Source: an optimization exercise on an open RTL-to-GDS flow (aim: small area, a short achievable clock period and few clock cycles per item). Production flows keep margins and buffers that such runs may drop.
The RTL was checked by simulation tests, not by an equivalence proof against the original design.
Power figures rest on the tool's default switching activity, not on a simulated workload.

P:
Design drum_mixer, start of the top module:
module drum_mixer #(
    parameter N_VOICES       = 8,
    parameter NUM_DRUMS      = 16,
    parameter BUF_SIZE       = 256,
    parameter BASE_THRESHOLD = 100,
    parameter HARDEST_HIT    = 1200
) (
    input  wire        clk,
    input  wire        rst,
    input  wire        cmd_valid,
    output reg         cmd_ready,
    input  wire [47:0] cmd_word,
    input  wire        rf_valid,
    output reg         rf_ready,
    input  wire [15:0] rf_word,
    output reg         rf_done,
    output wire        srom_rd,
    output wire [7:0]  srom_drum,
    output wire [31:0] srom_pos,
    input  wire [15:0] srom_data,
    input  wire [31:0] srom_len,
    output reg         ob_we,
    output reg         ob_buf,
    output reg  [9:0]  ob_idx,
    output reg  [15:0] ob_data,
    output reg         idle,
    output reg         err,
    output wire [7:0]  nactive,
    output wire [31:0] sample_clk
);
    localparam DIV_STEPS = 2;                   
    localparam DIVISOR   = HARDEST_HIT - BASE_THRESHOLD;
    function [31:0] inc32(input [31:0] x);
        reg [31:0] c;
        integer n;
        begin
            c[0]  = 1'b1;
            for (n = 1; n < 16; n = n + 1)
                c[n] = c[n-1] & x[n-1];
            c[16] = &x[15:0];
            for (n = 17; n < 32; n = n + 1)
                c[n] = c[n-1] & x[n-1];
            inc32 = x ^ c;
        end
    endfunction
    reg [7:0]  act;
    reg [3:0]  v_drum [0:7];
    reg [11:0] v_vel  [0:7];
    reg [31:0] v_pos  [0:7];
    reg [7:0]  nz;                   
  ...
==> flow/config.mk <==
export PLATFORM = sky130hd
export DESIGN_NAME = drum_mixer
export DESIGN_NICKNAME = drum_mixer
export VERILOG_FILES = /design/flow/design.v
export SDC_FILE = /design/flow/constraint.sdc
export NUM_CORES = 4
export LEC_CHECK = 0
export CAP_MARGIN = 20
export CORE_MARGIN = 2
export CORE_UTILIZATION = 60
export SLEW_MARGIN = 20
==> flow/constraint.sdc <==
create_clock -name core_clock -period 26.0 [get_ports {clk}]
set_input_delay 5.2000 -clock core_clock [delete_from_list [all_inputs] [get_ports {clk}]]
set_output_delay 5.2000 -clock core_clock [all_outputs]
set_load 0.01 [all_outputs]
standard.sh (not shown) runs the stock make flow with config.mk's settings and CLKGATE_MAP_FILE= SYNTH_SCRIPT=/design/flow/synth_recipe.tcl, a recipe that flattens the netlist after the stock synthesis.
==> flow/flow/run.sh <==
#!/bin/bash
# The standard layout, with two changes: the port buffers are buf_2 cells
# instead of the flow's default (a slow delay buffer), and clock tree
# synthesis inserts no dummy loads.  Everything else is standard.sh.
set -euo pipefail
bash standard.sh \
  "BUFFER_PORTS_ARGS=-buffer_cell sky130_fd_sc_hd__buf_2" \
  "CTS_ARGS=-sink_clustering_enable -repair_clock_nets -buf_list sky130_fd_sc_hd__clkbuf_16 -dont_use_dummy_load" \
  finish > make_finish.log 2>&1
Testbench counts of P, summed over its fixed seeds: cycles 128,467, items 24,576.
The inputs of Q differ from those of P as listed below.
diff --git a/flow/design.v b/flow/design.v
--- a/flow/design.v
+++ b/flow/design.v
@@ -67,15 +67,15 @@
     reg        rq_cap;               
     reg        rq_ill;               
     reg        mixing;
     reg        open;                 
     reg [8:0]  left;                 
     reg        cur_b;
     reg [7:0]  done;                 
-    reg        r_val, r_rd, r_first, r_emit, r_done, r_b;
+    reg        r_val, r_first, r_emit, r_done, r_b;
     reg [7:0]  r_oh;                 
     reg [3:0]  r_drum;
     reg [31:0] r_pos;
     reg        d_val, d_rd, d_first, d_emit, d_done, d_b;
     reg [7:0]  d_oh;
     reg [31:0] d_p1;
     reg        m_val, m_rd, m_first, m_emit, m_done, m_b;
@@ -168,15 +168,15 @@
     end
     wire do_exec = c_pend && !div_busy && !mixing && (infl == 8'd0);
     wire c_go_n   = cmd_acc;
     wire c_pend_n = c_go ? cmd_alloc : (c_pend && !do_exec);
     wire rq_go_n  = rf_acc && !rw_run;
     wire mixing_n = (rf_acc && rw_run) || (mixing && !f_flush);
     wire cnt_z_n  = !(c_go && cmd_alloc && is_trig) && !c_init && (c_cnt <= 4'd1);
-    wire exec_n   = c_pend_n && cnt_z_n && !mixing && !r_rd;
+    wire exec_n   = c_pend_n && cnt_z_n && !mixing && (r_oh == 8'd0);
     wire rdy_n    = !cmd_acc && !rf_acc && (!c_pend_n || exec_n);
     wire mix_stay = mixing && !f_flush;
     reg [11:0] m_vel;
     integer vi;
     always @(*) begin
         m_vel = 12'd0;
         for (vi = 0; vi < 8; vi = vi + 1)
@@ -646,15 +646,14 @@
             c_cnt     <= 4'd0;
             rq_go     <= 1'b0;
             mixing    <= 1'b0;
             err       <= 1'b0;
             S         <= 32'd0;
             act       <= 8'd0;
             r_val     <= 1'b0;
-            r_rd      <= 1'b0;
             srom_rd_q <= 1'b0;
             r_oh      <= 8'd0;
             d_val     <= 1'b0;
             d_rd      <= 1'b0;
             d_oh      <= 8'd0;
             m_val     <= 1'b0;
             ob_we     <= 1'b0;
@@ -682,19 +681,18 @@
             end
             if (f_new)
                 S <= inc32(S);
             act <= act_e;
             if (do_exec)
                 act[slot] <= 1'b1;
             r_val   <= f_new || f_rd || f_flush || rq_go;
-            r_rd    <= f_rd;
             srom_rd_q <= f_rd;
             r_oh    <= f_rd ? pick_oh : 8'd0;
             d_val   <= r_val;
-            d_rd    <= r_rd;
+            d_rd    <= |r_oh;
             d_oh    <= r_oh;
             m_val   <= d_val;
             ob_we   <= m_val && m_emit;
             rf_done <= m_val && m_done;
             if (m_val && m_emit)
                 w_first <= 1'b0;
             if (m_val && m_done)
--- outcome ---
Against P, placed instance area in Q rose slightly.
Multiplexer share of the synthesized area ended up 0.32 points higher on Q than on P.
Compared with P, Q shows final total power higher by 0.022 mW.
Compared with P, in Q worst setup slack lower, logic depth of the worst path, buffers included higher.
Testbench counts of Q, summed over its fixed seeds: cycles 128,467, items 24,576.

Another version of the RTL of drum_mixer (not shown whole).
For scale: about 2,800 cells after synthesis, roughly 230 I/O pins, about 0.035 mm² of cells after synthesis.
clock: 26.0 ns
lec_check: 0
cap_margin: 20
core_margin: 2
core_utilization: 60
slew_margin: 20
Scripts as last shown in full above: flow/flow/run.sh
Testbench counts at the start, summed over its fixed seeds: cycles 128,851, items 24,576.
Edit:
--- a/flow/design.v
+++ b/flow/design.v
@@ -58,19 +58,18 @@
     reg        c_init;               
     reg [3:0]  c_cnt;                
     reg [3:0]  c_op;
     reg        c_z0, c_b0, c_idlo;   
     reg [3:0]  c_id;
     reg [15:0] c_l;                  
     reg [10:0] c_r;                  
     reg        c_sat0, c_sat1;
     reg        rq_go;                
-    reg        rq_run;               
     reg        rq_cap;               
     reg        rq_ill;               
     reg        mixing;
     reg        open;                 
     reg [8:0]  left;                 
     reg        cur_b;
     reg [7:0]  done;                 
     reg        r_val, r_first, r_emit, r_done, r_b;
     reg [7:0]  r_oh;                 
@@ -164,23 +163,24 @@
     integer si;
     always @(*) begin
         slot = 3'd0;
         for (si = 7; si >= 0; si = si - 1)
             if (slot_set[si]) slot = si[2:0];
     end
     wire do_exec = c_pend && !div_busy && !mixing && (infl == 8'd0);
     wire c_go_n   = cmd_acc;
     wire c_pend_n = c_go ? cmd_alloc : (c_pend && !do_exec);
-    wire rq_go_n  = rf_acc;
-    wire mixing_n = (rq_go && rq_run) || (mixing && !f_flush);
+    wire rq_go_n  = rf_acc && !rw_run;
+    wire mixing_n = (rf_acc && rw_run) || (mixing && !f_flush);
     wire cnt_z_n  = !(c_go && cmd_alloc && is_trig) && !c_init && (c_cnt <= 4'd1);
-    wire exec_n   = c_pend_n && cnt_z_n && !mixing && !mixing_n && (r_oh == 8'd0);
+    wire exec_n   = c_pend_n && cnt_z_n && !mixing && (r_oh == 8'd0);
     wire rdy_n    = !cmd_acc && !rf_acc && (!c_pend_n || exec_n);
+    wire mix_stay = mixing && !f_flush;
     reg [11:0] m_vel;
     integer vi;
     always @(*) begin
         m_vel = 12'd0;
         for (vi = 0; vi < 8; vi = vi + 1)
             m_vel = m_vel | (v_vel[vi] & {12{m_oh[vi]}});
     end
     wire [15:0] s  = m_data;
     wire [11:0] v  = m_vel;
@@ -653,21 +653,21 @@
             srom_rd_q <= 1'b0;
             d_val     <= 1'b0;
             m_val     <= 1'b0;
             ob_we     <= 1'b0;
             rf_done   <= 1'b0;
             w_first   <= 1'b1;
             idle      <= 1'b0;
         end else begin
             cmd_ready <= rdy_n;
-            rf_ready  <= rdy_n && !mixing_n;
+            rf_ready  <= rdy_n && !mix_stay;
             c_cap     <= rdy_n;
-            rq_cap    <= rdy_n && !mixing_n;
+            rq_cap    <= rdy_n && !mix_stay;
             c_go      <= c_go_n;
             c_pend    <= c_pend_n;
             rq_go     <= rq_go_n;
             mixing    <= mixing_n;
             if ((c_go && cmd_illegal) || (rq_go && rq_ill))
                 err <= 1'b1;
             if (c_go) begin
                 c_init <= cmd_alloc && is_trig;
             end else if (c_init) begin
@@ -675,19 +675,19 @@
                 c_cnt  <= 4'd12 / DIV_STEPS;
             end else if (c_cnt != 4'd0) begin
                 c_cnt  <= c_cnt - 4'd1;
             end
             if (f_new)
                 S <= inc32(S);
             act <= act_e;
             if (do_exec)
                 act[slot] <= 1'b1;
-            r_val   <= f_new || f_rd || f_flush || (rq_go && !rq_run);
+            r_val   <= f_new || f_rd || f_flush || rq_go;
             srom_rd_q <= f_rd;
             d_val   <= r_val;
             m_val   <= d_val;
             ob_we   <= m_val && m_emit;
             rf_done <= m_val && m_done;
             if (m_val && m_emit)
                 w_first <= 1'b0;
             if (m_val && m_done)
                 w_first <= 1'b1;
@@ -716,19 +716,18 @@
         else if (c_cnt != 4'd0)
             c_l    <= {4'd0, dv_l};
         else if (c_cap)
             c_l    <= cmd_word[31:16];
         if (c_go)
             c_trig <= is_trig;
         if (rq_cap) begin
             left   <= rf_word[8:0];
             rq_ill <= rw_ill;
-            rq_run <= rw_run;
             cur_b <= rf_word[15];
         end
         if (rq_cap)
             open <= 1'b0;
         if (f_new) begin
             open <= 1'b1;
             left <= left - 9'd1;
             done <= 8'd0;
         end
@@ -747,19 +746,19 @@
             for (q = 0; q < 8; q = q + 1) begin
                 if (q < slot) ge[q][slot] <= 1'b1;
                 if (q > slot) ge[slot][q] <= !nz[q];
             end
         end
         nact_r <= act[0] + act[1] + act[2] + act[3] + act[4] + act[5] + act[6] + act[7];
         r_oh    <= f_rd ? pick_oh : 8'd0;
         r_first <= f_new;
         r_emit  <= (f_new && open) || f_flush;
-        r_done  <= f_flush || (rq_go && !rq_run);
+        r_done  <= f_flush || rq_go;
         r_b     <= cur_b;
         r_drum  <= pick_drum;
         r_pos   <= pick_pos;
         d_rd    <= |r_oh;
         d_oh    <= r_oh;
         d_first <= r_first;
         d_emit  <= r_emit;
         d_done  <= r_done;
         d_b     <= r_b;
After rerunning: The new run completed without violations; worst hold slack is worse by 0.015 ns; final area falls by 1.5%; via count falls by 1.8%; utilization rises by 0.24 points; fmax falls by 1.5%; power falls by 0.78%; setup slack is worse by 0.10 ns; register-to-register slack is worse by 0.32 ns; routed wire length rises by 0.58%; global-route usage rises by 0.36 points.
Testbench counts after the change, summed over its fixed seeds: cycles 128,467, items 24,576.

==> afterwards: timing with drivers on the ports <==
The flow's constraints put no driver on any port. The routed layouts listed below were extracted and timed again, unchanged, in two steps. Step 1 sets driving cells, clkbuf_16 on the clock port and buf_2 on the other inputs (assumed; they add their load-dependent delay and slew). Step 2, shift: input delay + t, output delay - t, t = (earliest + latest rising clock arrival at the registers) / 2. This alone moves slack from input paths to output paths. Three values: ideal ports, drivers, drivers and shift; two values: the first two.
run | t, ns | setup WS [ns] | worst hold slack (ns) | worst setup path after step 2 | worst register clock-pin slew, ns
P | 0.661 | 19.485 / 19.421 / 18.919 | 0.307 / 0.307 / 0.307 | input to register | 0.06 / 0.06
Q | 0.666 | 19.302 / 19.344 / 18.678 | 0.323 / 0.323 / 0.323 | input to register | 0.06 / 0.06
the first run of note 2 | 0.658 | 19.596 / 19.531 / 19.537 | 0.326 / 0.326 / 0.326 | input to register | 0.06 / 0.06
the second run of note 2 | 0.649 | 19.495 / 19.493 / 18.893 | 0.311 / 0.311 / 0.311 | input to register | 0.06 / 0.06
After both steps every run listed still meets setup and hold. For Q, which loses most, drivers alone change the setup slack by +0.042 ns; drivers and shift together by -0.624 ns.
